This design comes from an exercise in tuning for small area, a short achievable clock period and few clock cycles on the open sky130 flow, not from production work.

// boo_encoder
module boo_encoder (
  input  wire       clk,
  input  wire       rst,         
  input  wire       in_valid,
  output wire       in_ready,
  input  wire [7:0] in_data,
  input  wire       in_eof,
  input  wire       in_err,
  output wire       out_valid,
  input  wire       out_ready,
  output wire [7:0] out_data,
  input  wire       out_err,
  output wire [2:0] seq,
  output wire [1:0] err
);
Settings: LEC_CHECK=0, CAP_MARGIN=20, CORE_MARGIN=2, CORE_UTILIZATION=60, SETUP_SLACK_MARGIN=2.8, SLEW_MARGIN=20; clock period 5.0 ns.
standard.sh (not shown) runs the stock make flow with config.mk's settings and CLKGATE_MAP_FILE= SYNTH_SCRIPT=/design/flow/synth_recipe.tcl, a recipe that flattens the netlist after the stock synthesis.
==> flow/flow/run.sh <==
#!/bin/bash
# The standard layout, with plain buffers (not delay cells) on the ports and
# a clock tree of larger sink clusters without dummy balancing loads.
set -euo pipefail
bash standard.sh 'BUFFER_PORTS_ARGS=-buffer_cell sky130_fd_sc_hd__buf_2' \
  'CTS_ARGS=-sink_clustering_enable -repair_clock_nets -dont_use_dummy_load -sink_clustering_size 30 -sink_clustering_max_diameter 200' \
  finish > standard_flow.log 2>&1
Next try:
--- a/flow/design.v
+++ b/flow/design.v
@@ -21,20 +21,21 @@
                    PH_ABR  = 3'b100,    
                    PH_ABW  = 3'b101;    
   localparam [7:0] CH_CR = 8'h0D, CH_LF = 8'h0A;
   reg  [2:0] ph;
   reg        p_lf, p_c3, p_z;   
   reg        ov;
   reg  [7:0] od;
   reg        g1, g2;            
   reg  [6:0] acc;               
   reg  [5:0] col;               
+  reg        w4, w2;            
   reg  [1:0] fill;              
   reg        hd_v, hd_e, hd_z;
   reg  [7:0] hd_b;
   reg        ir_v, ir_e, ir_z;
   reg  [7:0] ir_b;
   assign out_valid = ov;
   assign out_data  = od;
   assign seq = {ph[2] & ~ph[1], ph[2] & ph[1], ph[1]};
   assign err = {ph[2] & ~ph[1] & ph[0], ph[2] & ~ph[1] & ~ph[0]};
   assign in_ready = ~ir_v;
@@ -43,23 +44,21 @@
   wire in_fire  = in_valid & in_ready;
   wire rd_fail  = in_fire & in_err;
   wire wr_fail  = out_fire & out_err;
   wire       src_v = hd_v;
   wire [7:0] sb    = hd_b;
   wire       kE    = hd_e;
   wire       kZ    = hd_z;                       
   wire       kN    = ~kE & ~kZ;
   wire hdr = (ph == PH_HDR);
   wire g0  = ~g1 & ~g2;
-  wire pnd = p_lf | p_c3 | p_z;
-  wire w4  = (col >= 6'd35);           
-  wire w2  = (col == 6'd36);           
+  reg  pnd;                                      
   wire n0  = (acc == 7'd0);
   wire n1  = (acc == 7'd1);
   wire n78 = (acc == 7'd78);
   wire nb  = ~n0 & ~n1;                          
   wire f0  = (fill == 2'd0);
   wire b0  = ~hdr & g0;
   wire sil = kZ & b0 & (p_c3 | n0 | (nb & ~n78));
   wire s_lit  = ~hdr & ~g0;                                 
   wire s_run  = kZ & b0 & n1 & ~w2;                         
   wire s_cut  = kZ & b0 & n78;                              
@@ -138,52 +137,68 @@
       ph <= ph_n;
       if (ph_n == PH_DONE) ov <= 1'b0;
       else if (slot) ov <= do_pend | do_step;
     end
   end
   always @(posedge clk) begin
     if (rst) begin
       p_lf   <= 1'b0;
       p_c3   <= 1'b0;
       p_z    <= 1'b0;
+      pnd    <= 1'b0;
       g1     <= 1'b0;
       g2     <= 1'b0;
       acc    <= 7'd0;
       col    <= 6'd0;
+      w4     <= 1'b0;
+      w2     <= 1'b0;
       fill   <= 2'd0;
       hd_v   <= 1'b0;
       ir_v   <= 1'b0;
     end else begin
       if (do_pend) begin
         p_lf <= 1'b0;
         p_c3 <= 1'b0;
         p_z  <= 1'b0;
+        pnd  <= 1'b0;
       end
+      if (do_step & ((s_lit & g2) | s_wrap | s_trl | s_he | s_pad))
+        pnd <= 1'b1;
       if (do_step) begin
         if (s_lit & g2) p_c3 <= 1'b1;
         if (s_wrap | s_trl | s_he) p_lf <= 1'b1;
         if (s_pad) p_z <= 1'b1;
         if (s_lit) begin
           g1 <= g0;                     
           g2 <= g1;
         end
         if (s_c0 | s_zl) g1 <= 1'b1;
         if (s_lit & kE) fill <= g1 ? 2'd2 : (f0 ? 2'd1 : fill);
         if (s_pad) fill <= fill - 2'd1;
       end
       if (op_load)      acc <= {1'b0, sb[5:0]};
       else if (op_inc)  acc <= acc + 7'd1;
       else if (op_set1) acc <= 7'd1;
       else if (op_set0) acc <= 7'd0;
-      if (col_clr)       col <= 6'd0;
-      else if (col_inc1) col <= col + 6'd1;
-      else if (col_inc2) col <= col + 6'd2;
+      if (col_clr) begin
+        col <= 6'd0;
+        w4  <= 1'b0;
+        w2  <= 1'b0;
+      end else if (col_inc1) begin
+        col <= col + 6'd1;
+        w4  <= (col >= 6'd34);
+        w2  <= w4;
+      end else if (col_inc2) begin
+        col <= col + 6'd2;
+        w4  <= (col >= 6'd33);
+        w2  <= (col >= 6'd34);
+      end
       if (take) hd_v <= ir_v | (in_fire & ~in_err);
       ir_v <= (ir_v & ~take) | (in_fire & ~in_err & ~(take & ~ir_v));
     end
   end
   always @(posedge clk) begin
     if (slot) od <= ch;
     if (take) begin
       hd_b <= ir_v ? ir_b : in_b;
       hd_e <= ir_v ? ir_e : in_eof;
       hd_z <= ir_v ? ir_z : in_z;
Effect: The changed run completed with no timing, DRC or antenna violations. Maximum frequency goes up by 4.6%. First-iteration DRC count falls by 20%. Final area decreases by 1.1%. Wire length decreases by 14%. Setup slack gets better by 0.10 ns. Sequential share of layout area is higher by 1.3 points. Non-clock buffer count came out lower by 23. Global-route usage went down by 0.31 points.
No functional check of the RTL was part of any run of this note.

separate check: timing with driven ports:
No port has a modelled driver above. Below, the same layouts with a new extraction and two added sets of constraints.
Step 1 sets driving cells, clkbuf_16 on the clock port and buf_2 on the other inputs (assumed; they add their load-dependent delay and slew).
Step 2 times the ports against the registers' clock, not the clock port: input delays grow and output delays shrink by t, the midpoint of the rising clock arrivals with the driver on.
Slacks: no drivers / after step 1 / after step 2; pairs: no drivers / after step 1.
run | shift t [ns] | setup WS [ns] | worst data-port slew with drivers (ns)
the first run | 0.338 | 2.605 / 2.605 / 2.316 | 0.05
the second run | 0.364 | 2.709 / 2.704 / 2.340 | 0.05
After both steps every run listed still meets setup and hold. For the second run, which loses most, drivers alone change the setup slack by -0.005 ns; drivers and shift together by -0.369 ns.
